What follows belongs to an exercise in optimizing a design on an open flow for small area, a short achievable clock period and few clock cycles per item; a production flow would make more cautious choices. RTL that was checked went through simulation tests only; none was proved equivalent to the original. Only the layout flow was run in runs 1 to 3; the RTL was not checked for function there. Power and IR drop assume default switching activity.

--- flow/flow/run.sh ---
#!/bin/bash
# Own flow: the standard layout (standard.sh, unchanged synthesis) with
# a tighter setup target for repair_timing and the smallest buffer on the
# ports. All tool output goes to logs in this folder.
set -euo pipefail
MARGIN=${MARGIN:-5.8}
sed -e "s/SETUP_SLACK_MARGIN=[0-9.]*/SETUP_SLACK_MARGIN=$MARGIN/" \
    -e "s|\"\${@:-finish}\"|BUFFER_PORTS_ARGS='-buffer_cell sky130_fd_sc_hd__buf_1' \"\${@:-finish}\"|" \
    standard.sh > standard_own.sh
bash standard_own.sh > standard_own.log 2>&1
--- flow/standard.sh ---
#!/bin/bash
# synth_recipe.tcl (not shown) runs the flow's synth.tcl, then flattens the netlist and writes it again
# the make line also repeats each setting of config.mk as NAME=value (left out here)
make -C /OpenROAD-flow-scripts/flow DESIGN_CONFIG=/design/flow/config.mk WORK_HOME=/design/flow/orfs CLKGATE_MAP_FILE= SYNTH_SCRIPT=/design/flow/synth_recipe.tcl "${@:-finish}"
--- flow/config.mk ---
export PLATFORM = sky130hd
export DESIGN_NAME = ws_frame_rx
export DESIGN_NICKNAME = ws_frame_rx
export VERILOG_FILES = /design/flow/design.v
export SDC_FILE = /design/flow/constraint.sdc
export NUM_CORES = 4
export LEC_CHECK = 0
export ABC_AREA = 1
export CAP_MARGIN = 20
export CORE_MARGIN = 2
export CORE_UTILIZATION = 50
export CTS_BUF_LIST = sky130_fd_sc_hd__clkbuf_8
export CTS_CLUSTER_DIAMETER = 50
export CTS_CLUSTER_SIZE = 20
export PLACE_DENSITY = 0.6
export SETUP_SLACK_MARGIN = 5
export SLEW_MARGIN = 20
--- flow/constraint.sdc ---
create_clock -name core_clock -period 9.0 [get_ports {clk}]
set_input_delay 1.8000 -clock core_clock [delete_from_list [all_inputs] [get_ports {clk}]]
set_output_delay 1.8000 -clock core_clock [all_outputs]
set_load 0.01 [all_outputs]
--- flow/design.v ---
module ws_crc16_byte (
  input  wire [15:0] crc_in,
  input  wire [7:0]  data,
  output wire [15:0] crc_out
);
  wire [7:0]  x0 = crc_in[15:8] ^ data;
  wire [7:0]  x  = x0 ^ {4'd0, x0[7:4]};
  assign crc_out = {crc_in[7:0], 8'd0} ^ {x[3:0], 12'd0} ^ {3'd0, x, 5'd0} ^ {8'd0, x};
endmodule
module ws_framer (
  input  wire        clk,
  input  wire        rst,
  input  wire        in_valid,
  input  wire [7:0]  in_data,
  output wire        in_ready,
  input  wire        ev_take,
  output reg         ev_valid,
  output reg         ev_crc_err,
  output reg  [1:0]  ev_tag,
  output reg  [7:0]  ev_command,
  output reg  [7:0]  ev_status,
  output reg  [7:0]  ev_length,
  output reg  [63:0] ev_raw,
  output reg  [15:0] ev_stored,
  output reg  [15:0] ev_computed,
  output wire        load1,        
  output wire        load2         
);
  reg  [5:0] pos;
  reg        rdy;                  
  assign in_ready = rdy;
  wire acc    = in_valid && rdy;
  wire is_aa  = (in_data == 8'hAA);
  wire is_tag = (in_data == 8'h01) || (in_data == 8'h02) || (in_data == 8'h03);
  reg  [5:0] pos_n;
  always @* begin
    pos_n = pos;
    if (acc)
      case (pos)
        6'd0: pos_n = is_aa ? 6'd1 : 6'd0;
        6'd1: pos_n = is_tag ? 6'd2 : is_aa ? 6'd1 : 6'd0;
        6'd2: pos_n = (in_data == 8'h55) ? 6'd3 : is_aa ? 6'd1 : 6'd0;
        6'd3: pos_n = (in_data == 8'hC3) ? 6'd4 : is_aa ? 6'd1 : 6'd0;
        default: pos_n = pos + 6'd1;    
      endcase
  end
  wire evv_n = (ev_valid && !ev_take) || (acc && pos == 6'd63);
  always @(posedge clk) begin
    if (rst) begin
      pos      <= 6'd0;
      rdy      <= 1'b1;
      ev_valid <= 1'b0;
    end else begin
      pos      <= pos_n;
      rdy      <= !evv_n || (pos_n == 6'd0);
      ev_valid <= evv_n;
    end
  end
  assign load1 = (pos == 6'd9 && ev_tag == 2'd0) || (pos == 6'd11 && ev_tag != 2'd0);
  assign load2 = (pos == 6'd11 && ev_tag == 2'd0) || (pos == 6'd15 && ev_tag == 2'd1);
  wire [15:0] crc_next;
  ws_crc16_byte u_crc (.crc_in(ev_computed), .data(in_data), .crc_out(crc_next));
  always @(posedge clk) begin
    if (acc) begin
      if (pos == 6'd1) ev_tag <= in_data[1:0] - 2'd1;
      if (pos == 6'd3) ev_computed <= 16'hFFFF;
      if (pos >= 6'd4 && pos <= 6'd61)
        ev_computed <= crc_next;
      if (pos == 6'd4)  ev_command    <= in_data;
      if (pos == 6'd5)  ev_status     <= in_data;
      if (pos == 6'd6)  ev_length     <= in_data;
      if (pos == 6'd7)  ev_raw[7:0]   <= in_data;
      if (pos == 6'd8)  ev_raw[15:8]  <= in_data;
      if (pos == 6'd9)  ev_raw[23:16] <= in_data;
      if (pos == 6'd10) ev_raw[31:24] <= in_data;
      if (pos == 6'd11) ev_raw[39:32] <= in_data;
      if (pos == 6'd12) ev_raw[47:40] <= in_data;
      if (pos == 6'd13) ev_raw[55:48] <= in_data;
      if (pos == 6'd14) ev_raw[63:56] <= in_data;
      if (pos == 6'd62) ev_stored[15:8] <= in_data;
      if (pos == 6'd63) begin
        ev_stored[7:0] <= in_data;
        ev_crc_err     <= (ev_computed != {ev_stored[15:8], in_data});
      end
    end
  end
endmodule
module ws_div_f64 #(
  parameter RW = 7                  
) (
  input  wire         clk,
  input  wire         rst,
  input  wire         start,        
  input  wire         sel25,        
  input  wire         sel125,       
  input  wire         sgn,
  input  wire [23:0]  lv,
  input  wire [10:0]  ex0,
  output reg          sign,
  output reg  [10:0]  expo,
  output reg  [51:0]  frac
);
  reg          pre, post;
  reg          odd;                 
  reg          ext;                 
  reg  [4:0]   cnt;
  reg  [RW-1:0] rem;
  reg          t_hi, t_lo;          
  wire d25  = sel25;
  wire d125 = (RW == 7) && sel125;
  wire b_hi = (odd ? ext      : frac[51]) | t_hi;
  wire b_lo = (odd ? frac[51] : frac[50]) | t_lo;
  wire [7:0] x1a = {3'd0, rem[4:0], b_hi};
  wire       g1a = (x1a >= 8'd25);
  wire [7:0] y1a = g1a ? x1a - 8'd25 : x1a;
  wire [7:0] x2a = {2'd0, y1a[4:0], b_lo};
  wire       g2a = (x2a >= 8'd25);
  wire [7:0] y2a = g2a ? x2a - 8'd25 : x2a;
  wire [7:0] x1b = {rem, b_hi};
  wire       g1b = (x1b >= 8'd125);
  wire [7:0] y1b = g1b ? x1b - 8'd125 : x1b;
  wire [7:0] x2b = {y1b[RW-1:0], b_lo};
  wire       g2b = (x2b >= 8'd125);
  wire [7:0] y2b = g2b ? x2b - 8'd125 : x2b;
  wire          q_hi = d25 ? g1a : d125 ? g1b : b_hi;
  wire          q_lo = d25 ? g2a : d125 ? g2b : b_lo;
  wire [RW-1:0] r1   = d125 ? y1b[RW-1:0] : d25 ? y1a[RW-1:0] : {RW{1'b0}};
  wire [RW-1:0] r2   = d125 ? y2b[RW-1:0] : d25 ? y2a[RW-1:0] : {RW{1'b0}};
  wire [4:0]  cnt_n = cnt + 5'd1;
  always @(posedge clk) begin
    if (rst) begin
      pre  <= 1'b0;
      post <= 1'b0;
    end else if (start) begin
      pre  <= (lv != 24'd0);
      post <= 1'b0;
    end else if (pre) begin
      if (q_hi || q_lo) begin
        pre  <= 1'b0;
        post <= 1'b1;
      end
    end else if (post) begin
      if (cnt == 5'd25)
        post <= 1'b0;
    end
  end
  always @(posedge clk)
    ext <= frac[50];
  always @(posedge clk) begin
    if (start) begin
      sign <= sgn;
      frac <= {lv, 28'd0};
      rem  <= {RW{1'b0}};
      cnt  <= 5'd0;
      odd  <= 1'b0;
      expo <= (lv == 24'd0) ? 11'd0 : ex0;
      t_hi <= 1'b0;
      t_lo <= 1'b0;
    end else if (pre) begin
      frac <= {frac[49:0], 2'b00};
      rem  <= (q_hi && !odd) ? r1 : r2;
      odd  <= q_hi;
      expo <= expo - 11'd2;
    end else if (post) begin
      frac <= {frac[49:0], q_hi, q_lo};
      rem  <= r2;
      cnt  <= cnt_n;
      if (cnt == 5'd0)
        expo <= expo + (odd ? 11'd2 : 11'd1);
      t_hi <= (d25 && cnt_n == 5'd24) || (d125 && (cnt_n == 5'd23 || cnt_n == 5'd24 || cnt_n == 5'd25));
      t_lo <= (d25 && cnt_n == 5'd24) || (d125 && (cnt_n == 5'd23 || cnt_n == 5'd24));
    end
  end
endmodule
module ws_f32_to_f64 #(
  parameter TRACTION = 1            
) (
  input  wire [1:0]  mode,
  input  wire [15:0] n,             
  input  wire [15:0] w,             
  input  wire [31:0] f,             
  output wire [23:0] lv,            
  output wire [10:0] ex0            
);
  wire [7:0] e    = f[30:23];
  wire       e_z  = (e == 8'd0);
  wire       e_ff = (e == 8'hFF);
  wire [15:0] low_set;
  assign low_set[0] = 1'b0;
  genvar i;
  generate
    for (i = 1; i < 16; i = i + 1) begin : g_abs
      assign low_set[i] = low_set[i-1] | n[i-1];
    end
  endgenerate
  wire [15:0] mag = n ^ ({16{n[15]}} & low_set);
  wire hr = mode[0];
  wire tr = (TRACTION != 0) && mode[1] && !mode[0];
  wire nm = !hr && !tr;
  assign lv = ({24{hr}} & {!e_z, f[22:0]})
            | ({24{tr}} & {w, 8'd0})
            | ({24{nm}} & {mag, 8'd0});
  wire [10:0] ex_hr = e_ff ? 11'h7FF : e_z ? 11'd897 :
                      {e[7], {3{!e[7]}}, e[6:0]};
  assign ex0 = hr ? ex_hr : tr ? 11'd1035 : 11'd1036;
endmodule
module ws_decoder (
  input  wire [1:0]  tag,
  input  wire [63:0] raw,
  output wire        sign1,
  output wire        sign2
);
  assign sign1 = (tag == 2'd0) ? raw[15] : (tag == 2'd1) ? raw[31] : 1'b0;
  assign sign2 = (tag == 2'd0) ? raw[31] : raw[63];
endmodule
module ws_frame_rx (
  input  wire        clk,
  input  wire        rst,
  input  wire        in_valid,
  input  wire [7:0]  in_data,
  output wire        in_ready,
  output wire        ev_valid,
  input  wire        ev_ready,
  output wire        ev_crc_err,
  output wire [1:0]  ev_tag,
  output wire [7:0]  ev_command,
  output wire [7:0]  ev_status,
  output wire [7:0]  ev_length,
  output wire [63:0] ev_raw,
  output wire [63:0] ev_value1,
  output wire [63:0] ev_value2,
  output wire [15:0] ev_stored,
  output wire [15:0] ev_computed
);
  wire load1, load2;
  ws_framer u_framer (
    .clk(clk), .rst(rst),
    .in_valid(in_valid), .in_data(in_data), .in_ready(in_ready),
    .ev_take(ev_valid && ev_ready), .ev_valid(ev_valid),
    .ev_crc_err(ev_crc_err), .ev_tag(ev_tag), .ev_command(ev_command),
    .ev_status(ev_status), .ev_length(ev_length), .ev_raw(ev_raw),
    .ev_stored(ev_stored), .ev_computed(ev_computed),
    .load1(load1), .load2(load2)
  );
  wire [23:0] lv1;
  wire [10:0] ex1;
  ws_f32_to_f64 #(.TRACTION(1)) u_op1 (
    .mode(ev_tag), .n(ev_raw[15:0]), .w(ev_raw[31:16]), .f(ev_raw[31:0]),
    .lv(lv1), .ex0(ex1)
  );
  ws_div_f64 #(.RW(7)) u_eng1 (
    .clk(clk), .rst(rst), .start(load1),
    .sel25(ev_tag == 2'd0), .sel125(ev_tag == 2'd2), .sgn(sgn1),
    .lv(lv1), .ex0(ex1),
    .sign(ev_value1[63]), .expo(ev_value1[62:52]), .frac(ev_value1[51:0])
  );
  wire [23:0] lv2;
  wire [10:0] ex2;
  ws_f32_to_f64 #(.TRACTION(0)) u_op2 (
    .mode(ev_tag), .n(ev_raw[31:16]), .w(16'd0), .f(ev_raw[63:32]),
    .lv(lv2), .ex0(ex2)
  );
  ws_div_f64 #(.RW(5)) u_eng2 (
    .clk(clk), .rst(rst), .start(load2),
    .sel25(ev_tag == 2'd0), .sel125(1'b0), .sgn(sgn2),
    .lv(lv2), .ex0(ex2),
    .sign(ev_value2[63]), .expo(ev_value2[62:52]), .frac(ev_value2[51:0])
  );
  wire sgn1, sgn2;
  ws_decoder u_sign (
    .tag(ev_tag), .raw(ev_raw), .sign1(sgn1), .sign2(sgn2)
  );
endmodule
==> results.toml, run 1 <==
[synth]
synth_nets = 1755
synth.most_common_cell = "nand2_1"
synth_commonest_cells = "336 x nand2_1, 208 x inv_1, 195 x edfxtp_1"
synth-edff-count = 195
synthCells = 1709
syn-cell-area_um2 = 15000
synth_seq_cells = 292
ys_seq_area_share_pct = 52.1
syn_avg_cell_area_um2 = 8.76
synthTopCellsByArea = "edfxtp_1 39%, dfxtp_1 13%, nand2_1 8.4%, inv_1 5.2%, nand3_1 4.5%"
async_flop_share_pct = 0
yosys.area.top_type_share_pct = 39.1
ys_warn_count = 3
synth_ff_type = "edfxtp_1"
yosysTopAreaCell = "edfxtp_1"
synth_cell_types = 55

[detailed_routing]
vias = 13200
wl_mm = 44.2
antenna_left = 0
first_pass_iters = 5
vias_per_cell = 5.48
drc = 0
drt_iter0_markers = 1199
wl_per_cell_um = 18.4

[layout]
drive_gt1_share_pct = 8.26
finalInstanceArea_um2 = 17400
instances_no_fill = 2400
antenna_cells = 0
layout.nets = 2032
syn_to_final_growth_pct = 16.2

[hold_path]
hold_start = "u_eng1.frac[50]"
min_path_cells = 0
worstHoldPathType = "flip-flop to flip-flop"

[global_routing]
antenna_found_initial = 0
grt_pass1_wl_mm = 67.6
grt_util_all_layers_pct = 27.5
grt_pass1_vias = 12200
grt_remaining_overflow = 0
grt_max_degree = 56

[timing]
hold_violations = 0
finalCriticalPeriod_ns = 3.15
final-max-slew-violation-count = 0
fin_ws_ns = 5.85
fin_setup_tns_ns = 0
setup_viol = 0
finalCritPeriodShare_pct = 35.0
rsz0062_at_grt = "yes"
clock.fmax_ghz = 0.318
slew_headroom_pct = 34.5
skew_ns = 0.0241
tightest_slew_ns = 0.975

[placement]
dp_slack_ns = 5.26
portBuffers = 264
dpl.hpwl_mm = 31.2
placed_cell_area_um2 = 16300
placed_cells = 2317
gp_congestion = 0.866

[critical_path]
arrival_ns = 1.35
worstSetupStartpointType = "flip-flop"
crit_type = "flip-flop to primary output"
critPathMaxFanout = 3
critPathLaunch = "u_eng1.frac[51]"
worst-r2r-cell-count = 19
required_ns = 7.20
worstReg2RegStart = "u_eng2.frac[51]"
endpoint_kind = "primary output"

[clock_tree]
cts-root-buf = "clkbuf_8"
cts_tree = "built"
path_clk_slew_ns = 0.10
hold_buffers = 0
cts_buffers = 30
htree_levels = 1
clock_path_buffers = 3
clk_latency_ns = 0.62
numClockSinks = 292

[floorplan]
start_util_pct = 50.7
fp.dieArea_um2 = 31400
die_h_um = 177
core-area_um2 = 29600
rows = 63
die_w_um = 177
io_pins = 265

[run]
cap_violations = 0

[power]
power_density_nw_per_um2 = 157
p_leak_nw = 6.57
ir_worst_vdd_uv = 150

[status]
status = "finished clean"
## where the power goes
group          internal [W]  total (W)  switching [W]
logic             0.0000850   0.000257       0.000172
clock network      0.000447   0.000998       0.000551
registers           0.00145    0.00148      0.0000261
## sequential cells by signal, indices dropped and copies added (netlist names), 2 cells and up
name / cells
u_framer.ev_stored: 16
u_framer.ev_tag: 2
u_framer.pos: 6
u_eng1.cnt: 5
u_framer.ev_raw: 64
u_eng2.cnt: 5
u_framer.ev_computed: 16
u_eng1.expo: 11
u_eng2.frac: 52
u_eng2.rem: 5
u_framer.ev_length: 8
u_eng1.rem: 7
u_eng2.expo: 11
u_eng1.frac: 52
u_framer.ev_status: 8
u_framer.ev_command: 8
## cells by family after synthesis
group                      after synthesis  share of synthesized area, %
buffers and inverters                  283                          7.45
adders and majority gates               34                          2.94
xor gates and xnor gates                69                          4.19
DFF                                    292                          52.1
AOI/OAI and AO/OA                      334                          12.8
and+or+nand+nor                        697                          20.6
## routing by layer
metal	part of all wire [%]	track usage (%)
met4	3.0	8.54
met5	0	0
met2	47	44.4
met3	8.2	5.69
met1	42	37.2
## through the flow
| stage | utilization (%) | hold slack (ns) | power [W] |
|---|---|---|---|
| after floorplan | - | 0.436 | 0.00168 |
| after global placement | 55.2 | 0.388 | 0.00175 |
| after detailed placement | 55.2 | 0.397 | 0.00175 |
| after CTS | 58.3 | 0.421 | 0.00274 |
| after global routing | 58.9 | 0.432 | 0.00284 |
| final | 58.9 | 0.411 | 0.00273 |
## what timing repair did
item                       4_1_cts  5_1_grt
resized for setup               12       31
setup endpoints to repair       95      116
cloned                           1        2
pin swaps                        3        7
setup buffers                   17        7
## cell usage in the layout (no fill, tap or decap), types with 15 or more instances in the layout
cell type / instances
o31ai_1: 15
xor2_1: 44
clkbuf_8: 32
a21oi_1: 88
edfxtp_1: 195
dfxtp_1: 96
ha_1: 31
nor2_1: 131
xnor2_1: 21
nand4_1: 22
inv_1: 205
o21ai_1: 17
o22ai_1: 47
nand2_1: 334
o21ai_0: 114
nor3_1: 21
buf_1: 260
buf_4: 36
nand3_1: 135
## worst paths after layout
| check | slack, ns | endpoint |
|---|---|---|
| worst max register to register | 5.99 | u_eng2.pre |
| worst max-delay path | 5.85 | ev_value1[51] |
| worst min register to register | 0.41 | u_eng1.ext |
| worst min-delay path | 0.41 | u_eng1.ext |
## final cells by class
cell class	instances	area, um^2
clock inverter	25	294
multi-input combinational	1135	6140
sequential	292	7800
inverter	219	840
tap	390	488
clock buffer	31	427
timing repair buffer	308	1420
fill	2727	12200
## critical path, cell delays in order, from the launching register on
cell,delay [ns]
edfxtp_1,0.46
buf_4,0.16
buf_1,0.12
==> run 2: changes to the inputs <==
--- a/flow/design.v
+++ b/flow/design.v
@@ -58,4 +58,5 @@
   end
-  assign load1 = (pos == 6'd9 && ev_tag == 2'd0) || (pos == 6'd11 && ev_tag != 2'd0);
-  assign load2 = (pos == 6'd11 && ev_tag == 2'd0) || (pos == 6'd15 && ev_tag == 2'd1);
+  wire   ld    = (ev_tag == 2'd1) ? (pos == 6'd15) : (pos == 6'd11);
+  assign load1 = ld;
+  assign load2 = ld && (ev_tag != 2'd2);
   wire [15:0] crc_next;
@@ -98,2 +99,7 @@
   input  wire [10:0]  ex0,
+  input  wire         post,         
+  input  wire         post_first,   
+  input  wire         t_hi,         
+  input  wire         t_lo,
+  output reg          pre,          
   output reg          sign,
@@ -102,48 +108,33 @@
 );
-  reg          pre, post;
   reg          odd;                 
-  reg          ext;                 
-  reg  [4:0]   cnt;
+  reg          bh, bl;              
   reg  [RW-1:0] rem;
-  reg          t_hi, t_lo;          
   wire d25  = sel25;
   wire d125 = (RW == 7) && sel125;
-  wire b_hi = (odd ? ext      : frac[51]) | t_hi;
-  wire b_lo = (odd ? frac[51] : frac[50]) | t_lo;
-  wire [7:0] x1a = {3'd0, rem[4:0], b_hi};
+  wire [7:0] x1a = {3'd0, rem[4:0], bh};
   wire       g1a = (x1a >= 8'd25);
   wire [7:0] y1a = g1a ? x1a - 8'd25 : x1a;
-  wire [7:0] x2a = {2'd0, y1a[4:0], b_lo};
+  wire [7:0] x2a = {2'd0, y1a[4:0], bl};
   wire       g2a = (x2a >= 8'd25);
   wire [7:0] y2a = g2a ? x2a - 8'd25 : x2a;
-  wire [7:0] x1b = {rem, b_hi};
+  wire [7:0] x1b = {rem, bh};
   wire       g1b = (x1b >= 8'd125);
   wire [7:0] y1b = g1b ? x1b - 8'd125 : x1b;
-  wire [7:0] x2b = {y1b[RW-1:0], b_lo};
+  wire [7:0] x2b = {y1b[RW-1:0], bl};
   wire       g2b = (x2b >= 8'd125);
   wire [7:0] y2b = g2b ? x2b - 8'd125 : x2b;
-  wire          q_hi = d25 ? g1a : d125 ? g1b : b_hi;
-  wire          q_lo = d25 ? g2a : d125 ? g2b : b_lo;
+  wire          q_hi = d25 ? g1a : d125 ? g1b : bh;
+  wire          q_lo = d25 ? g2a : d125 ? g2b : bl;
   wire [RW-1:0] r1   = d125 ? y1b[RW-1:0] : d25 ? y1a[RW-1:0] : {RW{1'b0}};
   wire [RW-1:0] r2   = d125 ? y2b[RW-1:0] : d25 ? y2a[RW-1:0] : {RW{1'b0}};
-  wire [4:0]  cnt_n = cnt + 5'd1;
-  always @(posedge clk) begin
-    if (rst) begin
-      pre  <= 1'b0;
-      post <= 1'b0;
-    end else if (start) begin
-      pre  <= (lv != 24'd0);
-      post <= 1'b0;
-    end else if (pre) begin
-      if (q_hi || q_lo) begin
-        pre  <= 1'b0;
-        post <= 1'b1;
-      end
-    end else if (post) begin
-      if (cnt == 5'd25)
-        post <= 1'b0;
-    end
-  end
-  always @(posedge clk)
-    ext <= frac[50];
+  wire odd_n = pre ? q_hi : odd;
+  wire lvz   = (lv == 24'd0);
+  always @(posedge clk) begin
+    if (rst)
+      pre <= 1'b0;
+    else if (start)
+      pre <= !lvz;
+    else if (pre && (q_hi || q_lo))
+      pre <= 1'b0;
+  end
   always @(posedge clk) begin
@@ -153,20 +144,16 @@
       rem  <= {RW{1'b0}};
-      cnt  <= 5'd0;
       odd  <= 1'b0;
-      expo <= (lv == 24'd0) ? 11'd0 : ex0;
-      t_hi <= 1'b0;
-      t_lo <= 1'b0;
-    end else if (pre) begin
-      frac <= {frac[49:0], 2'b00};
-      rem  <= (q_hi && !odd) ? r1 : r2;
-      odd  <= q_hi;
-      expo <= expo - 11'd2;
-    end else if (post) begin
-      frac <= {frac[49:0], q_hi, q_lo};
-      rem  <= r2;
-      cnt  <= cnt_n;
-      if (cnt == 5'd0)
+      bh   <= lv[23];
+      bl   <= lv[22];
+      expo <= lvz ? 11'h7FF : ex0;
+    end else if (pre || post) begin
+      frac <= {frac[49:0], post & q_hi, post & q_lo};
+      rem  <= (pre && q_hi) ? r1 : r2;
+      odd  <= odd_n;
+      bh   <= (odd_n ? frac[50] : frac[49]) | t_hi;
+      bl   <= (odd_n ? frac[49] : frac[48]) | t_lo;
+      if (pre)
+        expo <= expo - 11'd2;
+      if (post_first)
         expo <= expo + (odd ? 11'd2 : 11'd1);
-      t_hi <= (d25 && cnt_n == 5'd24) || (d125 && (cnt_n == 5'd23 || cnt_n == 5'd24 || cnt_n == 5'd25));
-      t_lo <= (d25 && cnt_n == 5'd24) || (d125 && (cnt_n == 5'd23 || cnt_n == 5'd24));
     end
@@ -235,2 +222,28 @@
   wire load1, load2;
+  wire pre1, pre2;
+  reg        busy, post;
+  reg  [4:0] cnt;
+  wire [4:0] cnt_n  = cnt + 5'd1;
+  wire       d25    = (ev_tag == 2'd0);
+  wire       d125   = (ev_tag == 2'd2);
+  wire       t_hi   = post && ((d25 && cnt_n == 5'd24) ||
+                               (d125 && (cnt_n == 5'd23 || cnt_n == 5'd24 || cnt_n == 5'd25)));
+  wire       t_lo   = post && ((d25 && cnt_n == 5'd24) ||
+                               (d125 && (cnt_n == 5'd23 || cnt_n == 5'd24)));
+  always @(posedge clk) begin
+    if (rst) begin
+      busy <= 1'b0;
+      post <= 1'b0;
+    end else if (load1 || load2) begin
+      busy <= 1'b1;
+      post <= 1'b0;
+    end else if (busy && !post && !pre1 && !pre2) begin
+      post <= 1'b1;
+    end else if (post && cnt == 5'd25) begin
+      busy <= 1'b0;
+      post <= 1'b0;
+    end
+  end
+  always @(posedge clk)
+    cnt <= post ? cnt_n : 5'd0;
   ws_framer u_framer (
@@ -254,3 +267,4 @@
     .lv(lv1), .ex0(ex1),
-    .sign(ev_value1[63]), .expo(ev_value1[62:52]), .frac(ev_value1[51:0])
+    .post(post), .post_first(post && cnt == 5'd0), .t_hi(t_hi), .t_lo(t_lo),
+    .pre(pre1), .sign(ev_value1[63]), .expo(ev_value1[62:52]), .frac(ev_value1[51:0])
   );
@@ -266,3 +280,4 @@
     .lv(lv2), .ex0(ex2),
-    .sign(ev_value2[63]), .expo(ev_value2[62:52]), .frac(ev_value2[51:0])
+    .post(post), .post_first(post && cnt == 5'd0), .t_hi(t_hi), .t_lo(t_lo),
+    .pre(pre2), .sign(ev_value2[63]), .expo(ev_value2[62:52]), .frac(ev_value2[51:0])
   );
==> run 2 against run 1 <==
  * Utilization fell by 0.35 points
  * Synthesized cell count down 5.1%
  * Still clean
  * Via count fell by 4.6%
  * Sequential power about the same
  * Critical path depth shrank 1
  * Sequential cell count fell by 6
  * Highest routed layer unchanged
  * Cell area down 3.5%
  * Hold slack better by 0.059 ns
  * Total power grew 8.5%
  * Routed wire length shrank 5.2%
==> results.toml, run 2 <==
[status]
status = "finished clean"

[power]
power_density_nw_per_um2 = 177
p_leak_nw = 6.63
ir_worst_vdd_uv = 148

[clock_tree]
clock_path_buffers = 3
numClockSinks = 286
cts-root-buf = "clkbuf_8"
cts_buffers = 34
cts_tree = "built"
path_clk_slew_ns = 0.08
hold_buffers = 0
htree_levels = 2
clk_latency_ns = 0.55

[detailed_routing]
vias = 12600
first_pass_iters = 6
wl_per_cell_um = 18.2
vias_per_cell = 5.46
drc = 0
drt_iter0_markers = 1176
wl_mm = 41.9
antenna_left = 0

[layout]
antenna_cells = 0
multi_input_area_um2 = 5880
top_regs = "u_framer.ev_raw (64), u_eng1.frac (52), u_eng2.frac (52)"
register_area_um2 = 7720
layout_commonest_cell = "nand2_1"
syn_to_final_growth_pct = 15.5
largest_reg_flops = 64
fill_cells = 2698
drive_gt1_share_pct = 8.05
final_cell_mix = "350 x nand2_1, 262 x buf_1, 199 x edfxtp_1"
regMostFlops = "u_framer.ev_raw"
layout.nets = 1932

[floorplan]
die_w_um = 175
core-area_um2 = 28700
rows = 62
start_util_pct = 50.7
fp.dieArea_um2 = 30500
io_pins = 265
die_h_um = 175

[critical_path]
cp_slowest_cell = "edfxtp_1"
crit_type = "flip-flop to primary output"
required_ns = 7.20
critPathMaxFanout = 6
arrival_ns = 1.33
crit_chain = "buf_1"
path_buf_inv = 1
path_delay_family = "flip-flops"
slowest_delay_ns = 0.60
worstSetupStartpointType = "flip-flop"
endpoint_kind = "primary output"

[placement]
dpl.hpwl_mm = 30.0
portBuffers = 264
gp_congestion = 0.916

[synth]
yosysTopAreaCell = "edfxtp_1"
ys_seq_area_share_pct = 53.1
synth_nets = 1663
synth_commonest_cells = "350 x nand2_1, 199 x edfxtp_1, 171 x inv_1"
async_flop_share_pct = 0
syn_avg_cell_area_um2 = 8.97
synth-edff-count = 199
ys_warn_count = 4
synth.most_common_cell = "nand2_1"
synth_seq_cells = 286
synth_ff_type = "edfxtp_1"
synthCells = 1621
syn-cell-area_um2 = 14500
synth_cell_types = 58
yosys.area.top_type_share_pct = 41.1
synthTopCellsByArea = "edfxtp_1 41%, dfxtp_1 12%, nand2_1 9.0%, inv_1 4.4%, nand3_1 3.6%"

[global_routing]
grt_remaining_overflow = 0
use_met1_pct = 37.2
grt_busiest_layer = "met2"
grt_pass1_vias = 11800
met3_usage_pct = 5.58
grt_pass1_wl_mm = 64.0
grt_util_all_layers_pct = 26.6
use_met2_pct = 42.2
antenna_found_initial = 0
grt_max_degree = 62

[timing]
fin_setup_tns_ns = 0
hold_violations = 0
hold_ws_ns = 0.470
clock.fmax_ghz = 0.320
tightest_slew_ns = 1.02
final-max-slew-violation-count = 0
finalCriticalPeriod_ns = 3.13
finalCritPeriodShare_pct = 34.8
rsz0062_at_grt = "yes"
skew_ns = 0.0370
slew_headroom_pct = 32.2
setup_viol = 0

[run]
cap_violations = 0

[hold_path]
worstHoldPathType = "flip-flop to flip-flop"
-- run 2: cell types whose count changed in the layout (fill, tap and decap cells not counted), sizes merged, moves of 11 or more --
| cell | delta |
|---|---|
| inv | -23 |
| o22ai | -34 |
| nand3 | -31 |
| nand2 | +14 |
| a22oi | +26 |
| o21ai | -11 |
| nor2 | -12 |
| a21oi | -23 |
-- run 2: cells by family (layout without fill, tap and decap cells) --
kind of cell / after synthesis / after routing / share of synthesized area (%)
xor gates and xnor gates: 74 / 74 / 4.56
adders and majority gates: 30 / 30 / 2.68
DFF: 286 / 286 / 53.1
buffers and inverters: 255 / 548 / 6.82
and+or+nand+nor: 681 / 681 / 20.8
muxes: 1 / 1 / 0.0688
AOI/OAI and AO/OA: 294 / 294 / 12.0
-- run 2: routing by layer --
metal | routed length (um) | up-vias
li1 | - | 6064
met1 | 18300 | 5918
met2 | 19100 | 503
met3 | 3520 | 65
met4 | 976 | 0
met5 | 0 | -
-- run 2: final timing paths --
kind                  startpoint         end  slack, ns  cells past startpoint
min                         busy        busy       0.47                      2
max reg2reg            u_eng1.bh   u_eng1.bh       5.91                     12
min reg2reg                 busy        busy       0.47                      2
max          u_framer.ev_raw[24]  ev_raw[24]       5.87                      1
-- run 2: power by group --
part	switching, W	total [W]	internal, W
combinational	0.000306	0.000458	0.000152
clock	0.000504	0.00101	0.000502
sequential	0.0000513	0.00150	0.00145
total	0.000862	0.00297	0.00210
-- run 2: final cells by class --
class | count | share of cell area [%]
Timing Repair Buffer | 295 | 7.41
Inverter | 193 | 4.34
Clock inverter | 24 | 1.49
Multi-Input combinational cell | 1080 | 35.0
Clock buffer | 36 | 2.95
Sequential cell | 286 | 46.0
Tap cell | 384 | 2.86
-- run 2: through the flow --
step	cell area, um^2	power, W	instances	utilization, %	worst slack, ns
after global routing	16800	0.00309	2298	58.5	5.75
after CTS	16700	0.00298	2293	58.3	5.80
final	16800	0.00297	2298	58.5	5.87
after detailed placement	15900	0.00198	2228	55.4	4.97
after floorplan	14500	0.00186	1621	-	5.74
after global placement	15900	0.00198	2228	55.4	5.00
-- run 2: worst min-delay path, stage by stage, from the launching register on --
cell	delay, ns
dfxtp_1	0.31
nand2_1	0.06
a21oi_1	0.05
-- run 2: what timing repair did --
item	CTS	global route
endpoints found under the setup margin	151	63
endpoints found under the hold margin	0	0
gates resized for setup	7	13
setup buffers	5	5
pin swaps	0	1
==> run 3: changes to the inputs <==
==> flow/flow/run.sh (replaced) <==
#!/bin/bash
# Own flow: the standard layout (standard.sh, unchanged synthesis) with
# a tighter setup target for repair_timing, the smallest buffer on the
# ports and clock tree synthesis without dummy loads. All tool output goes
# to logs in this folder (standard_own.log, and ORFS's logs under orfs/).
set -euo pipefail
MARGIN=${MARGIN:-5.8}
CTS="-sink_clustering_enable -repair_clock_nets -buf_list sky130_fd_sc_hd__clkbuf_8 -sink_clustering_size 20 -sink_clustering_max_diameter 50 -dont_use_dummy_load"
sed -e "s/SETUP_SLACK_MARGIN=[0-9.]*/SETUP_SLACK_MARGIN=$MARGIN/" \
    -e "s|\"\${@:-finish}\"|BUFFER_PORTS_ARGS='-buffer_cell sky130_fd_sc_hd__buf_1' CTS_ARGS='$CTS' \"\${@:-finish}\"|" \
    standard.sh > standard_own.sh
bash standard_own.sh > standard_own.log 2>&1
==> run 3 against run 2 <==
  * Count of clock-buffer cells in the layout decreased by 2
  * Non-clock buffer count is 1 higher
  * Sequential share of layout area up 0.74 points
  * Hold slack got worse by 0.00096 ns
  * Synthesized cell count unchanged
  * Critical path type unchanged
  * Critical endpoint is now ev_raw[25]
==> results.toml, run 3 <==
[detailed_routing]
first_pass_iters = 5
wl_mm = 41.9
antenna_left = 0
drt_iter0_markers = 1155
wl_per_cell_um = 18.4
drc = 0
vias = 12600
vias_per_cell = 5.53

[floorplan]
die_h_um = 175
io_pins = 265
fp.dieArea_um2 = 30500
die_w_um = 175
rows = 62
start_util_pct = 50.7
core-area_um2 = 28700

[synth]
synth_compound_area_share_pct = 12.0
synth-edff-count = 199
synthXorXnorAreaFrac_pct = 4.56
synthCells = 1621
syn_avg_cell_area_um2 = 8.97
synth_mux_area_share_pct = 0.0688
yosysTopAreaCell = "edfxtp_1"
synth.most_common_cell = "nand2_1"
yosys.area.top_type_share_pct = 41.1
synth_ff_type = "edfxtp_1"
synthTopCellsByArea = "edfxtp_1 41%, dfxtp_1 12%, nand2_1 9.0%, inv_1 4.4%, nand3_1 3.6%"
ys_warn_count = 4
ys_seq_area_share_pct = 53.1
synth_top_family_by_area = "simple AND/OR/NAND/NOR gates"
yosys.area_share.simple_pct = 20.8
synth_cell_types = 58
syn-cell-area_um2 = 14500
synth_fa_ha_area_share_pct = 2.68
synth_commonest_cells = "350 x nand2_1, 199 x edfxtp_1, 171 x inv_1"
async_flop_share_pct = 0
synth_seq_cells = 286
synth_nets = 1663

[critical_path]
required_ns = 7.20
endpoint_kind = "primary output"
path_buf_inv = 1
crit_type = "flip-flop to primary output"
arrival_ns = 1.37
cp_slowest_cell = "edfxtp_1"
slowest_delay_ns = 0.63
worstSetupStartpointType = "flip-flop"
critPathMaxFanout = 6
path_delay_family = "flip-flops"
crit_chain = "buf_1"

[global_routing]
grt_remaining_overflow = 0
grt_max_degree = 62
antenna_found_initial = 0
grt_pass1_vias = 11700
grt_util_all_layers_pct = 26.5
use_met2_pct = 41.9
grt_pass1_wl_mm = 63.8
grt_busiest_layer = "met2"
met3_usage_pct = 5.69
use_met1_pct = 37.2

[timing]
tightest_slew_ns = 1.01
setup_viol = 0
skew_ns = 0.0534
finalCritPeriodShare_pct = 35.2
rsz0062_at_grt = "yes"
clock.fmax_ghz = 0.316
finalCriticalPeriod_ns = 3.17
fin_ws_ns = 5.83
fin_setup_tns_ns = 0
final-max-slew-violation-count = 0
slew_headroom_pct = 32.7
hold_violations = 0

[clock_tree]
cts_tree = "built"
clk_latency_ns = 0.54
hold_buffers = 0
cts_buffers = 34
numClockSinks = 286
cts-root-buf = "clkbuf_8"
htree_levels = 2
path_clk_slew_ns = 0.08
clock_path_buffers = 3

[layout]
layout.nets = 1933
largest_reg_flops = 64
antenna_cells = 0
final_cell_mix = "350 x nand2_1, 262 x buf_1, 199 x edfxtp_1"
drive_gt1_share_pct = 7.46
layout_commonest_cell = "nand2_1"
regMostFlops = "u_framer.ev_raw"
top_regs = "u_framer.ev_raw (64), u_eng1.frac (52), u_eng2.frac (52)"
syn_to_final_growth_pct = 13.7

[power]
p_leak_nw = 6.48
power.switching_w = 0.000790
netSwitchingFraction_pct = 28.9
power_density_nw_per_um2 = 165
power_frac_clock_pct = 28.2
ir_worst_vdd_uv = 126
intPower_w = 0.00194
seqPwrFrac_pct = 55.0
pwr-share-comb_pct = 16.8

[placement]
dp_slack_ns = 4.97
gp_congestion = 0.916
dpl.hpwl_mm = 30.0
portBuffers = 264

[hold_path]
worstHoldPathType = "flip-flop to flip-flop"

[run]
cap_violations = 0

[status]
status = "finished clean"
[run 3: cell counts after synthesis]
No cell type changed its count.
[run 3: kinds of logic after synthesis]
logic type | count (synthesis)
and+or+nand+nor | 681
AOI/OAI and AO/OA | 294
DFF | 286
buffers and inverters | 255
xor gates and xnor gates | 74
adders and majority gates | 30
muxes | 1
[run 3: worst paths after layout]
| check | end | cells past startpoint | slack [ns] | startpoint |
|---|---|---|---|---|
| worst max-delay path | ev_raw[25] | 1 | 5.83 | u_framer.ev_raw[25] |
| worst min-delay path | busy | 2 | 0.47 | busy |
| worst max register to register | u_eng1.bh | 12 | 5.94 | u_eng1.bh |
| worst min register to register | busy | 2 | 0.47 | busy |
[run 3: timing repair]
action,in CTS,in global routing
gates resized for setup,8,14
setup buffers,4,7
pin swaps,0,1
endpoints found under the setup margin,152,60
[run 3: layer usage]
layer	share of wire (%)	wire, um
met5	0	0
met4	2.4	994
met3	8.7	3630
met2	46	19200
met1	43	18100
[run 3: power groups by stage]
stage | clock network (W) | logic (W) | registers (W)
2_1_floorplan | 0 | 0.000325 | 0.00153
3_3_place_gp | 0 | 0.000446 | 0.00153
3_5_place_dp | 0 | 0.000450 | 0.00153
4_1_cts | 0.000789 | 0.000455 | 0.00150
5_1_grt | 0.000831 | 0.000515 | 0.00151
6_report | 0.000770 | 0.000459 | 0.00150
[run 3: area by class of cell]
| cell class | count | area (um^2) |
|---|---|---|
| clock buffer | 34 | 468 |
| inverter | 193 | 733 |
| sequential | 286 | 7720 |
| multi-input combinational | 1080 | 5880 |
| fill | 2734 | 12200 |
| timing repair buffer | 296 | 1250 |
| tap | 384 | 480 |
[run 3: through the flow]
| stage | std cells | utilization (%) | hold WS [ns] | cell area (um^2) | power (W) |
|---|---|---|---|---|---|
| global placement | 2228 | 55.4 | 0.453 | 15900 | 0.00198 |
| detailed placement | 2228 | 55.4 | 0.460 | 15900 | 0.00198 |
| CTS | 2266 | 57.3 | 0.469 | 16400 | 0.00274 |
| global route | 2273 | 57.6 | 0.485 | 16500 | 0.00286 |
| finish | 2273 | 57.6 | 0.469 | 16500 | 0.00273 |
| floorplan | 1621 | - | 0.441 | 14500 | 0.00186 |
[run 3: tightest hold or removal path: stages (launching register included)]
cell and delay, ns:
dfxtp_1 0.31, nand2_1 0.06, a21oi_1 0.05
==> run 4: changes to the inputs <==
--- a/flow/design.v
+++ b/flow/design.v
@@ -54,3 +54,4 @@
       pos      <= pos_n;
-      rdy      <= !evv_n || (pos_n == 6'd0);
+      rdy      <= !evv_n || (acc ? (pos == 6'd63 || (pos == 6'd0 && !is_aa))
+                                 : (pos == 6'd0));
       ev_valid <= evv_n;
--- a/flow/flow/run.sh
+++ b/flow/flow/run.sh
@@ -6,3 +6,3 @@
 set -euo pipefail
-MARGIN=${MARGIN:-5.8}
+MARGIN=${MARGIN:-5.7}
 CTS="-sink_clustering_enable -repair_clock_nets -buf_list sky130_fd_sc_hd__clkbuf_8 -sink_clustering_size 20 -sink_clustering_max_diameter 50 -dont_use_dummy_load"
==> run 4 against run 3 <==
  * Total power down 9.3%
  * Critical endpoint is now ev_raw[24]
  * Worst setup slack worse by 0.090 ns
  * Die area up 0.62%
  * Cell area up 0.49%
  * Maximum frequency down 2.8%
  * Critical path depth unchanged
  * Sequential cell count unchanged
  * Critical path type unchanged
==> results.toml, run 4 <==
[clock_tree]
cts-root-buf = "clkbuf_8"
path_clk_slew_ns = 0.08
htree_levels = 1
cts_buffers = 30
hold_buffers = 0
cts_tree = "built"
clock_path_buffers = 3
numClockSinks = 286
clk_latency_ns = 0.65

[timing]
slew_headroom_pct = 32.7
setup_viol = 0
hold_violations = 0
final-max-slew-violation-count = 0
hold_ws_ns = 0.453
skew_ns = 0.129
clock.fmax_ghz = 0.307
finalCritPeriodShare_pct = 36.2
fin_setup_tns_ns = 0
tightest_slew_ns = 1.00
rsz0062_at_grt = "no"
finalCriticalPeriod_ns = 3.26

[hold_path]
hold_start = "u_eng1.rem[0]"
whs_endpoint = "u_eng1.rem[0]"
worstHoldPathType = "flip-flop to flip-flop"
min_path_cells = 2

[layout]
top_regs = "u_framer.ev_raw (64), u_eng1.frac (52), u_eng2.frac (52)"
final_cell_mix = "379 x nand2_1, 262 x buf_1, 199 x edfxtp_1"
syn_to_final_growth_pct = 13.5
finalInstanceArea_um2 = 16600
antenna_cells = 0
layout_commonest_cell = "nand2_1"
regMostFlops = "u_framer.ev_raw"
largest_reg_flops = 64
drive_gt1_share_pct = 6.59
layout.nets = 1942

[placement]
dpl.hpwl_mm = 29.8
portBuffers = 264
placed_cell_area_um2 = 16000
gp_congestion = 0.932

[critical_path]
r2r_slack_ns = 5.97
crit_chain = "buf_1"
endpoint_kind = "primary output"
crit_type = "flip-flop to primary output"
cp_slowest_cell = "edfxtp_1"
r2r-end = "u_eng1.rem[5]"
path_buf_inv = 1
arrival_ns = 1.46
critPathMaxFanout = 6
worstReg2RegStart = "u_eng1.bh"
worst-r2r-cell-count = 17
slowest_delay_ns = 0.56
required_ns = 7.20
worstSetupStartpointType = "flip-flop"
path_delay_family = "flip-flops"

[detailed_routing]
first_pass_iters = 5
vias = 12500
drt_iter0_markers = 1306
vias_per_cell = 5.50
antenna_left = 0
wl_per_cell_um = 18.4
drc = 0
wl_mm = 41.9

[global_routing]
grt_busiest_layer = "met2"
grt_pass1_vias = 11500
use_met1_pct = 38.1
antenna_found_initial = 0
grt_remaining_overflow = 0
use_met2_pct = 42.0
grt_max_degree = 66
met3_usage_pct = 4.13
grt_util_all_layers_pct = 26.6
grt_pass1_wl_mm = 64.1

[power]
ir_worst_vdd_uv = 130
pwr-share-comb_pct = 12.3
intPower_w = 0.00182
seqPwrFrac_pct = 58.7
power_frac_clock_pct = 29.0
power.switching_w = 0.000655
p_leak_nw = 6.52
netSwitchingFraction_pct = 26.4
power_density_nw_per_um2 = 149

[floorplan]
io_pins = 265
rows = 62
start_util_pct = 50.8
core-area_um2 = 28800
die_w_um = 175
die_h_um = 175
fp.dieArea_um2 = 30600

[synth]
synthTopCellsByArea = "edfxtp_1 41%, dfxtp_1 12%, nand2_1 9.8%, inv_1 4.8%, nand3_1 4.3%"
syn_avg_cell_area_um2 = 8.96
ys_seq_area_share_pct = 52.7
syn-cell-area_um2 = 14600
synth_ff_type = "edfxtp_1"
yosysTopAreaCell = "edfxtp_1"
synth.most_common_cell = "nand2_1"
async_flop_share_pct = 0
ys_warn_count = 4
synth_commonest_cells = "381 x nand2_1, 199 x edfxtp_1, 189 x inv_1"
yosys.area.top_type_share_pct = 40.8
synthCells = 1634
synth_nets = 1676
synth-edff-count = 199
synth_seq_cells = 286
synth_cell_types = 53

[run]
cap_violations = 0

[status]
status = "finished clean"
run 4: final cells by class:
type | instances | area [um^2]
Clock buffer | 30 | 413
Fill cell | 2682 | 12200
Inverter | 196 | 752
Multi-Input combinational cell | 1089 | 5950
Sequential cell | 286 | 7720
Tap cell | 384 | 480
Timing Repair Buffer | 296 | 1290
Timing Repair inverter | 1 | 7.51
run 4: cell families (layout without fill, tap and decap cells):
kind of cell,count (synthesis),after routing,synth area share (%)
AO/OA/AOI/OAI,257,257,10.7
XOR/XNOR,82,82,5.01
multiplexers,1,1,0.0684
AND/OR/NAND/NOR,719,719,21.8
adder cells (fa/ha/maj),30,30,2.67
buffers and inverters,259,523,6.98
flip-flops,286,286,52.7
run 4: repair_timing:
| action | 4_1_cts | 5_1_grt |
|---|---|---|
| endpoints found under the setup margin | 145 | 93 |
| cloned | 2 | 0 |
| pin swaps | 0 | 0 |
| resized for setup | 13 | 8 |
| buffers inserted | 2 | 10 |
run 4: stage by stage:
step / utilization, % / instances / power [W] / setup WS [ns]
after global placement: 55.6 / 2238 / 0.00178 / 4.75
after floorplan: - / 1634 / 0.00170 / 5.82
after detailed placement: 55.6 / 2238 / 0.00178 / 4.62
after global routing: 57.7 / 2282 / 0.00258 / 5.71
after CTS: 57.3 / 2272 / 0.00249 / 5.71
final: 57.7 / 2282 / 0.00248 / 5.74
run 4: per-layer routing:
layer / vias to the layer above / routed length (um)
li1: 6033 / -
met1: 5956 / 18300
met2: 490 / 19600
met3: 61 / 3040
met4: 0 / 1010
met5: - / 0
run 4: power by group through the flow:
stage | registers, W | logic, W | clock network [W]
after floorplan | 0.00148 | 0.000218 | 0
after global placement | 0.00148 | 0.000296 | 0
after detailed placement | 0.00148 | 0.000298 | 0
after CTS | 0.00145 | 0.000301 | 0.000736
after global routing | 0.00146 | 0.000342 | 0.000782
final | 0.00145 | 0.000304 | 0.000719
run 4: worst max path at each step:
stage	cells past startpoint	to	start
3_5_place_dp	9	u_eng2.frac[32]	u_framer.ev_tag[0]
3_3_place_gp	9	u_eng2.frac[28]	u_framer.ev_tag[0]
2_1_floorplan	5	u_framer.rdy	in_valid
5_1_grt	1	ev_raw[24]	u_framer.ev_raw[24]
6_report	1	ev_raw[24]	u_framer.ev_raw[24]
4_1_cts	12	u_eng1.frac[45]	u_framer.ev_tag[0]
Testbench counts of run 4, summed over its fixed seeds: cycles 24,942, bytes 24,934.
==> run 5: changes to the inputs <==
--- a/flow/flow/run.sh
+++ b/flow/flow/run.sh
@@ -6,3 +6,3 @@
 set -euo pipefail
-MARGIN=${MARGIN:-5.7}
+MARGIN=${MARGIN:-5.9}
 CTS="-sink_clustering_enable -repair_clock_nets -buf_list sky130_fd_sc_hd__clkbuf_8 -sink_clustering_size 20 -sink_clustering_max_diameter 50 -dont_use_dummy_load"
==> run 5 against run 4 <==
  * Sequential cell count did not move
  * Worst setup slack better by 0.10 ns
  * Final cell count increased by 1.9%
  * Total power grew 1.2%
  * Hold slack got worse by 0.00090 ns
  * First-iteration DRC count increased by 12%
  * Clock power increased by 2%
  * Count of clock-buffer cells in the layout increased by 1
  * Highest routed layer unchanged
==> results.toml, run 5 <==
[status]
status = "finished clean"

[clock_tree]
htree_levels = 1
path_clk_slew_ns = 0.08
cts_tree = "built"
cts-root-buf = "clkbuf_8"
cts_buffers = 31
clk_latency_ns = 0.62
numClockSinks = 286
clock_path_buffers = 3
hold_buffers = 0

[timing]
setup_viol = 0
final-max-slew-violation-count = 0
clock.fmax_ghz = 0.317
tightest_slew_ns = 0.966
hold_violations = 0
skew_ns = 0.101
finalCriticalPeriod_ns = 3.15
fin_setup_tns_ns = 0
finalCritPeriodShare_pct = 35.0
slew_headroom_pct = 35.1
rsz0062_at_grt = "yes"
fin_ws_ns = 5.85

[power]
netSwitchingFraction_pct = 26.6
seqPwrFrac_pct = 58.0
power_density_nw_per_um2 = 147
power.switching_w = 0.000667
pwr-share-comb_pct = 12.8
ir_worst_vdd_uv = 106
power_frac_clock_pct = 29.2
intPower_w = 0.00184
p_leak_nw = 6.81

[synth]
synth.most_common_cell = "nand2_1"
ys_seq_area_share_pct = 52.7
synth_seq_cells = 286
synthCells = 1634
yosys.area.top_type_share_pct = 40.8
syn-cell-area_um2 = 14600
syn_avg_cell_area_um2 = 8.96
yosysTopAreaCell = "edfxtp_1"
synth_commonest_cells = "381 x nand2_1, 199 x edfxtp_1, 189 x inv_1"
synthTopCellsByArea = "edfxtp_1 41%, dfxtp_1 12%, nand2_1 9.8%, inv_1 4.8%, nand3_1 4.3%"
synth_ff_type = "edfxtp_1"
async_flop_share_pct = 0
synth_cell_types = 53
synth_nets = 1676
ys_warn_count = 4
synth-edff-count = 199

[placement]
portBuffers = 264
dp_slack_ns = 5.08
placed_cells = 2235
placed_cell_area_um2 = 16000
gp_congestion = 0.923
dpl.hpwl_mm = 30.2

[detailed_routing]
wl_per_cell_um = 18.6
vias = 12800
antenna_left = 0
first_pass_iters = 6
drt_iter0_markers = 1465
drc = 0
wl_mm = 43.3
vias_per_cell = 5.50

[critical_path]
cp_slowest_cell = "edfxtp_1"
worst-r2r-cell-count = 16
crit_cells = 2
required_ns = 7.20
path_delay_family = "flip-flops"
slowest_delay_ns = 0.46
worstSetupStartpointType = "flip-flop"
crit_type = "flip-flop to primary output"
r2r_slack_ns = 6.07
critPathMaxFanout = 3
arrival_ns = 1.35
endpoint_kind = "primary output"
crit_chain = "buf_12 -> buf_6"
path_buf_inv = 2

[global_routing]
grt_util_all_layers_pct = 27.3
grt_pass1_vias = 11900
antenna_found_initial = 0
grt_remaining_overflow = 0
grt_max_degree = 66
grt_pass1_wl_mm = 65.9

[floorplan]
start_util_pct = 50.8
core-area_um2 = 28800
fp.dieArea_um2 = 30600
die_h_um = 175
die_w_um = 175
io_pins = 265
rows = 62

[layout]
drive_gt1_share_pct = 9.84
syn_to_final_growth_pct = 16.6
instances_no_fill = 2325
regMostFlops = "u_framer.ev_raw"
top_regs = "u_framer.ev_raw (64), u_eng1.frac (52), u_eng2.frac (52)"
fill_cells = 2692
layout.nets = 1985
largest_reg_flops = 64
finalInstanceArea_um2 = 17100
antenna_cells = 0
final_cell_mix = "379 x nand2_1, 249 x buf_1, 199 x edfxtp_1"
layout_commonest_cell = "nand2_1"

[hold_path]
worstHoldPathType = "flip-flop to flip-flop"
min_path_cells = 2

[run]
cap_violations = 0
[run 5: cell counts after synthesis]
Identical to the previous run, type by type.
[run 5: path summary, 6_finish.rpt]
| kind | from | end |
|---|---|---|
| worst min register to register | u_eng1.rem[0] | u_eng1.rem[0] |
| worst max register to register | u_framer.ev_raw[16] | u_eng2.expo[7] |
| worst max-delay path | u_framer.ev_tag[0] | ev_tag[0] |
| worst min-delay path | u_eng1.rem[0] | u_eng1.rem[0] |
[run 5: per-stage QoR]
stage               hold WS (ns)  power [W]  util (%)
floorplan                  0.426    0.00170         -
global placement           0.444    0.00178      55.5
detailed placement         0.443    0.00178      55.5
CTS                        0.455    0.00251      58.1
global route               0.493    0.00261      59.3
finish                     0.452    0.00251      59.3
[run 5: layout make-up]
type                            count  area [um^2]  share of cell area [%]
Tap cell                          384          480                    2.82
Inverter                          196          754                    4.42
Clock buffer                       31          427                    2.50
Sequential cell                   286         7720                    45.2
Timing Repair Buffer              338         1660                    9.75
Multi-Input combinational cell   1089         6010                    35.2
Timing Repair inverter              1         7.51                  0.0440
[run 5: routing by layer]
| metal | track usage (%) | routed length, um | part of all wire (%) | vias to the layer above |
|---|---|---|---|---|
| met3 | 4.68 | 3210 | 7.4 | 67 |
| met2 | 43.9 | 20100 | 46 | 485 |
| met4 | 6.77 | 998 | 2.3 | 0 |
| li1 | - | - | - | 6126 |
| met1 | 38.4 | 19000 | 44 | 6120 |
| met5 | 0 | 0 | 0 | - |
[run 5: what timing repair did]
item,CTS,global route
pin swaps,0,1
setup buffers,25,29
endpoints found under the setup margin,105,156
gates cloned,2,1
gates resized for setup,18,35
hold endpoints to repair,0,0
[run 5: power by group through the flow]
stage	registers [W]	logic (W)	clock network, W
2_1_floorplan	0.00148	0.000218	0
3_3_place_gp	0.00148	0.000297	0
3_5_place_dp	0.00148	0.000300	0
4_1_cts	0.00145	0.000306	0.000747
5_1_grt	0.00146	0.000358	0.000793
6_report	0.00146	0.000321	0.000732
[run 5: tightest hold or removal path, cell delays in order (launching register included)]
cell     delay [ns]
dfxtp_1        0.31
nand2_1        0.06
nand2_1        0.05
[run 5: kinds of logic after synthesis]
logic type	count (synthesis)	share of synthesized area [%]
and+or+nand+nor	719	21.8
buffers and inverters	259	6.98
adders and majority gates	30	2.67
AOI/OAI and AO/OA	257	10.7
xor gates and xnor gates	82	5.01
DFF	286	52.7
muxes	1	0.0684
==> run 6: changes to the inputs <==
--- a/flow/flow/run.sh
+++ b/flow/flow/run.sh
@@ -6,3 +6,3 @@
 set -euo pipefail
-MARGIN=${MARGIN:-5.9}
+MARGIN=${MARGIN:-5.8}
 CTS="-sink_clustering_enable -repair_clock_nets -buf_list sky130_fd_sc_hd__clkbuf_8 -sink_clustering_size 20 -sink_clustering_max_diameter 50 -dont_use_dummy_load"
--- a/flow/config.mk
+++ b/flow/config.mk
@@ -14,2 +14,3 @@
 export CTS_CLUSTER_SIZE = 20
+export GPL_TIMING_DRIVEN = 0
 export PLACE_DENSITY = 0.6
==> run 6 against run 5 <==
  * Global-route usage grew 0.84 points
  * Area after synthesis is the same
  * Critical path depth grew 6
  * Worst setup slack lost 0.039 ns
  * Die area is the same
  * Utilization shrank 1.2 points
  * Sequential cell count is the same
  * Via count is essentially flat
  * Combinational power shrank 2%
  * Critical endpoint is now u_eng2.expo[7]
  * Highest routed layer unchanged
==> results.toml, run 6 <==
[clock_tree]
cts-root-buf = "clkbuf_8"
htree_levels = 2
clk_latency_ns = 0.55
path_clk_slew_ns = 0.09
clock_path_buffers = 3
cts_tree = "built"
numClockSinks = 286
hold_buffers = 0
cts_buffers = 36

[layout]
drive_gt1_share_pct = 6.51
regMostFlops = "u_framer.ev_raw"
syn_to_final_growth_pct = 14.3
top_regs = "u_framer.ev_raw (64), u_eng1.frac (52), u_eng2.frac (52)"
finalInstanceArea_um2 = 16700
antenna_cells = 0
layout.nets = 1979
fill_cells = 2729
final_cell_mix = "379 x nand2_1, 271 x buf_1, 199 x edfxtp_1"
layout_commonest_cell = "nand2_1"
largest_reg_flops = 64

[floorplan]
rows = 62
start_util_pct = 50.8
die_h_um = 175
fp.dieArea_um2 = 30600
core-area_um2 = 28800
die_w_um = 175
io_pins = 265

[critical_path]
r2r_slack_ns = 5.81
worstSetupStartpointType = "flip-flop"
critPathMaxFanout = 10
crit_chain = "clkinvlp_4 -> nor2_1 -> inv_1 -> nor4_4 -> inv_1 -> clkbuf_1 -> clkbuf_1 -> nand3_1"
crit_type = "flip-flop to flip-flop"
worstReg2RegStart = "post"
r2r-end = "u_eng2.expo[7]"
endpoint_kind = "flip-flop"
required_ns = 9.14
cp_slowest_cell = "dfxtp_1"
slowest_delay_ns = 0.63
critPathLaunch = "post"
arrival_ns = 3.33
worst-r2r-cell-count = 8

[hold_path]
min_path_cells = 2
whs_endpoint = "u_eng1.rem[5]"
worstHoldPathType = "flip-flop to flip-flop"
hold_start = "u_eng1.rem[5]"

[synth]
syn-cell-area_um2 = 14600
yosys.area.top_type_share_pct = 40.8
syn_avg_cell_area_um2 = 8.96
synthTopCellsByArea = "edfxtp_1 41%, dfxtp_1 12%, nand2_1 9.8%, inv_1 4.8%, nand3_1 4.3%"
synth.most_common_cell = "nand2_1"
ys_seq_area_share_pct = 52.7
yosysTopAreaCell = "edfxtp_1"
synth_ff_type = "edfxtp_1"
synth-edff-count = 199
synth_cell_types = 53
synth_commonest_cells = "381 x nand2_1, 199 x edfxtp_1, 189 x inv_1"
ys_warn_count = 4
synthCells = 1634
async_flop_share_pct = 0
synth_seq_cells = 286
synth_nets = 1676

[placement]
portBuffers = 264
dpl.hpwl_mm = 32.7
placed_cell_area_um2 = 16100
gp_congestion = 0.918

[global_routing]
grt_util_all_layers_pct = 28.1
grt_pass1_wl_mm = 66.8
grt_pass1_vias = 11900
grt_remaining_overflow = 0
grt_max_degree = 34
antenna_found_initial = 1

[timing]
rsz0062_at_grt = "yes"
clock.fmax_ghz = 0.313
tightest_slew_ns = 0.970
final-max-slew-violation-count = 0
setup_viol = 0
finalCritPeriodShare_pct = 35.4
skew_ns = 0.0694
hold_violations = 0
slew_headroom_pct = 34.8
finalCriticalPeriod_ns = 3.19
fin_setup_tns_ns = 0

[power]
netSwitchingFraction_pct = 26.4
intPower_w = 0.00189
ir_worst_vdd_uv = 107
power.switching_w = 0.000676
p_leak_nw = 6.58
power_frac_clock_pct = 31.1
power_density_nw_per_um2 = 153
seqPwrFrac_pct = 56.6
pwr-share-comb_pct = 12.3

[detailed_routing]
first_pass_iters = 7
drc = 0
wl_per_cell_um = 18.9
vias_per_cell = 5.52
vias = 12800
wl_mm = 43.9
drt_iter0_markers = 1240
antenna_left = 0

[status]
status = "finished clean"

[run]
cap_violations = 0
[run 6: cell counts after synthesis]
No cell type changed its count.
[run 6: area by class of cell]
type                            count  area [um^2]  area share [%]
Buffer                             63          287            1.71
Clock buffer                       36          495            2.96
Inverter                          196          739            4.42
Multi-Input combinational cell   1089         5980            35.7
Sequential cell                   286         7720            46.2
Tap cell                          384          480            2.87
Timing Repair Buffer              265         1030            6.14
[run 6: kinds of logic after synthesis]
kind of cell	count (synthesis)	synth area share [%]
AND/OR/NAND/NOR	719	21.8
AO/OA/AOI/OAI	257	10.7
multiplexers	1	0.0684
adder cells (fa/ha/maj)	30	2.67
XOR/XNOR	82	5.01
flip-flops	286	52.7
buffers and inverters	259	6.98
[run 6: critical path: cells and delay by family (launching register included)]
| family | cells | cell delay [ns] |
|---|---|---|
| buffers and inverters | 5 | 1.26 |
| flip-flops | 1 | 0.63 |
| AND/OR/NAND/NOR | 3 | 0.92 |
[run 6: power by group through the flow]
| stage | registers [W] | clock network, W | logic [W] |
|---|---|---|---|
| 6_report | 0.00145 | 0.000796 | 0.000315 |
| 5_1_grt | 0.00145 | 0.000859 | 0.000355 |
| 4_1_cts | 0.00145 | 0.000817 | 0.000311 |
| 3_5_place_dp | 0.00148 | 0 | 0.000309 |
| 3_3_place_gp | 0.00148 | 0 | 0.000305 |
| 2_1_floorplan | 0.00148 | 0 | 0.000218 |
[run 6: per-stage QoR]
stage               worst slack (ns)  hold WS (ns)  instances  power, W  util, %
global route                    5.63         0.489       2319   0.00267     58.1
global placement                4.95         0.440       2282   0.00178     56.0
finish                          5.81         0.461       2319   0.00256     58.1
detailed placement              5.02         0.446       2283   0.00179     56.1
floorplan                       5.82         0.426       1634   0.00170        -
CTS                             5.75         0.463       2319   0.00258     58.0
[run 6: metal layers]
layer  part of all wire [%]  up-vias  global-route usage (%)  routed length [um]
met1                     44     6104                    39.0               19300
met3                    6.7       87                    4.98                2960
li1                       -     6112                       -                   -
met4                    3.6        0                    9.93                1560
met5                      0        -                       0                   0
met2                     46      491                    44.4               20100
[run 6: how the worst max path moves through the flow]
stage,cells past startpoint,slack [ns],end
2_1_floorplan,5,5.82,u_framer.rdy
3_3_place_gp,6,4.95,u_framer.ev_computed[6]
3_5_place_dp,6,5.02,u_framer.ev_computed[7]
4_1_cts,8,5.75,u_eng2.expo[7]
5_1_grt,8,5.63,u_eng2.expo[7]
6_report,8,5.81,u_eng2.expo[7]
[run 6: repair_timing]
| action | in CTS | in global routing |
|---|---|---|
| endpoints found under the hold margin | 0 | 0 |
| gates resized for setup | 12 | 7 |
| setup endpoints to repair | 59 | 32 |
| buffers inserted | 0 | 0 |
==> run 7: changes to the inputs <==
--- a/flow/config.mk
+++ b/flow/config.mk
@@ -14,3 +14,2 @@
 export CTS_CLUSTER_SIZE = 20
-export GPL_TIMING_DRIVEN = 0
 export PLACE_DENSITY = 0.6
==> run 7 against run 6 <==
  * Total power down 3.2%
  * Critical path depth decreased by 7
  * Clock power is 9.5% lower
  * Routed wire length fell by 3.8%
  * Area after synthesis stayed put
  * Final cell count is 1.3% lower
  * Hold slack got worse by 0.0079 ns
  * Highest routed layer unchanged
  * Clock skew up 0.065 ns
==> results.toml, run 7 <==
[status]
status = "finished clean"

[clock_tree]
clock_path_buffers = 3
clk_latency_ns = 0.66
cts-root-buf = "clkbuf_8"
numClockSinks = 286
path_clk_slew_ns = 0.08
htree_levels = 1
cts_buffers = 30
cts_tree = "built"

[floorplan]
die_w_um = 175
start_util_pct = 50.8
die_h_um = 175
core-area_um2 = 28800
fp.dieArea_um2 = 30600
io_pins = 265
rows = 62

[synth]
synth_commonest_cells = "381 x nand2_1, 199 x edfxtp_1, 189 x inv_1"
synthCells = 1634
synth.most_common_cell = "nand2_1"
synthTopCellsByArea = "edfxtp_1 41%, dfxtp_1 12%, nand2_1 9.8%, inv_1 4.8%, nand3_1 4.3%"
ys_warn_count = 4
synth_cell_types = 53
synth_seq_cells = 286
yosys.area.top_type_share_pct = 40.8
async_flop_share_pct = 0
syn-cell-area_um2 = 14600
synth_ff_type = "edfxtp_1"
yosysTopAreaCell = "edfxtp_1"
synth_nets = 1676
syn_avg_cell_area_um2 = 8.96
synth-edff-count = 199
ys_seq_area_share_pct = 52.7

[critical_path]
path_buf_inv = 1
r2r_slack_ns = 6.03
worstReg2RegStart = "u_framer.ev_tag[0]"
endpoint_kind = "primary output"
worstSetupStartpointType = "flip-flop"
arrival_ns = 1.37
required_ns = 7.20
crit_type = "flip-flop to primary output"
slowest_delay_ns = 0.52
path_delay_family = "flip-flops"
critPathMaxFanout = 5
worst-r2r-cell-count = 12
crit_chain = "buf_2"
r2r-end = "u_eng1.bh"
cp_slowest_cell = "edfxtp_1"

[hold_path]
hold_start = "u_eng1.rem[0]"
worstHoldPathType = "flip-flop to flip-flop"
min_path_cells = 2
whs_endpoint = "u_eng1.rem[0]"

[global_routing]
grt_remaining_overflow = 0
grt_max_degree = 66
grt_util_all_layers_pct = 26.8
grt_pass1_wl_mm = 64.5
antenna_found_initial = 0
grt_pass1_vias = 11500

[detailed_routing]
drt_iter0_markers = 1176
vias = 12600
first_pass_iters = 6
wl_per_cell_um = 18.4
antenna_left = 0
drc = 0
vias_per_cell = 5.51
wl_mm = 42.2

[placement]
dp_slack_ns = 4.62
dpl.hpwl_mm = 29.8
portBuffers = 264
gp_congestion = 0.932
placed_cell_area_um2 = 16000

[layout]
top_regs = "u_framer.ev_raw (64), u_eng1.frac (52), u_eng2.frac (52)"
antenna_cells = 0
drive_gt1_share_pct = 7.03
syn_to_final_growth_pct = 14.1
layout_commonest_cell = "nand2_1"
layout.nets = 1950
finalInstanceArea_um2 = 16700
regMostFlops = "u_framer.ev_raw"
largest_reg_flops = 64
final_cell_mix = "379 x nand2_1, 261 x buf_1, 199 x edfxtp_1"

[timing]
finalCriticalPeriod_ns = 3.17
hold_violations = 0
final-max-slew-violation-count = 0
finalCritPeriodShare_pct = 35.2
fin_ws_ns = 5.83
fin_setup_tns_ns = 0
clock.fmax_ghz = 0.316
setup_viol = 0
rsz0062_at_grt = "no"
tightest_slew_ns = 1.03
skew_ns = 0.134
slew_headroom_pct = 30.5

[power]
ir_worst_vdd_uv = 131
p_leak_nw = 6.58
power_density_nw_per_um2 = 149

[run]
cap_violations = 0
==> run 7: cell count changes in the layout (fill, tap and decap cells not counted), sizes merged <==
cell	change
clkbuf	-36
clkinv	+1
inv	-3
clkdlybuf4s15	-3
buf	+7
bufbuf	+2
clkinvlp	+3
==> run 7: worst max path at each step <==
stage / from / to / slack [ns] / depth (start not counted)
final: u_framer.ev_raw[23] / ev_raw[23] / 5.83 / 1
after global routing: u_framer.ev_raw[23] / ev_raw[23] / 5.80 / 1
after CTS: u_framer.ev_raw[15] / ev_raw[15] / 5.80 / 1
after detailed placement: u_framer.ev_tag[0] / u_eng2.frac[32] / 4.62 / 9
after global placement: u_framer.ev_tag[0] / u_eng2.frac[28] / 4.75 / 9
after floorplan: in_valid / u_framer.rdy / 5.82 / 5
==> run 7: final cells by class <==
| class | count | area (um^2) |
|---|---|---|
| Fill cell | 2674 | 12100 |
| Multi-Input combinational cell | 1089 | 5950 |
| Inverter | 196 | 752 |
| Timing Repair inverter | 1 | 7.51 |
| Timing Repair Buffer | 304 | 1380 |
| Sequential cell | 286 | 7720 |
| Tap cell | 384 | 480 |
| Clock buffer | 30 | 413 |
==> run 7: logic make-up (layout without fill, tap and decap cells) <==
logic type	Yosys count	after routing	share of synthesized area, %
XOR/XNOR	82	82	5.01
adder cells (fa/ha/maj)	30	30	2.67
flip-flops	286	286	52.7
AND/OR/NAND/NOR	719	719	21.8
multiplexers	1	1	0.0684
AO/OA/AOI/OAI	257	257	10.7
buffers and inverters	259	531	6.98
==> run 7: what timing repair did <==
item | in CTS | in global routing
gates cloned | 3 | 0
hold endpoints to repair | 0 | 0
setup buffers | 9 | 10
hold buffers | 0 | 0
gates resized for setup | 15 | 8
endpoints found under the setup margin | 148 | 84
==> run 7: report_power, final <==
group	total, W	internal [W]	switching [W]
Combinational	0.000307	0.000104	0.000203
Sequential	0.00145	0.00143	0.0000270
Clock	0.000720	0.000293	0.000427
Total	0.00248	0.00182	0.000657
==> run 7: stage by stage <==
| step | hold WS (ns) | util [%] | cells | power (W) |
|---|---|---|---|---|
| 5_1_grt | 0.469 | 58.0 | 2290 | 0.00258 |
| 3_3_place_gp | 0.445 | 55.6 | 2238 | 0.00178 |
| 2_1_floorplan | 0.426 | - | 1634 | 0.00170 |
| 3_5_place_dp | 0.450 | 55.6 | 2238 | 0.00178 |
| 6_report | 0.453 | 58.0 | 2290 | 0.00248 |
| 4_1_cts | 0.456 | 57.6 | 2280 | 0.00249 |
==> run 7: per-layer routing <==
layer	share of wire, %	global-route usage (%)	up-vias
li1	-	-	6057
met1	44	38.4	5983
met2	46	42.0	503
met3	7.2	4.20	70
met4	2.8	8.02	0
met5	0	0	-
==> run 7: tightest hold or removal path: stages, from the launching register on <==
cell	delay, ns
dfxtp_1	0.30
nand2_1	0.06
nand2_1	0.04

Re-timed with assumed drivers on the ports (clkbuf_16 on the clock, buf_2 on other inputs), run 7 has 5.783 ns of setup slack against 5.832 ns with ideal ports, and 5.369 ns once port delays also move by the mid clock arrival of 0.637 ns.
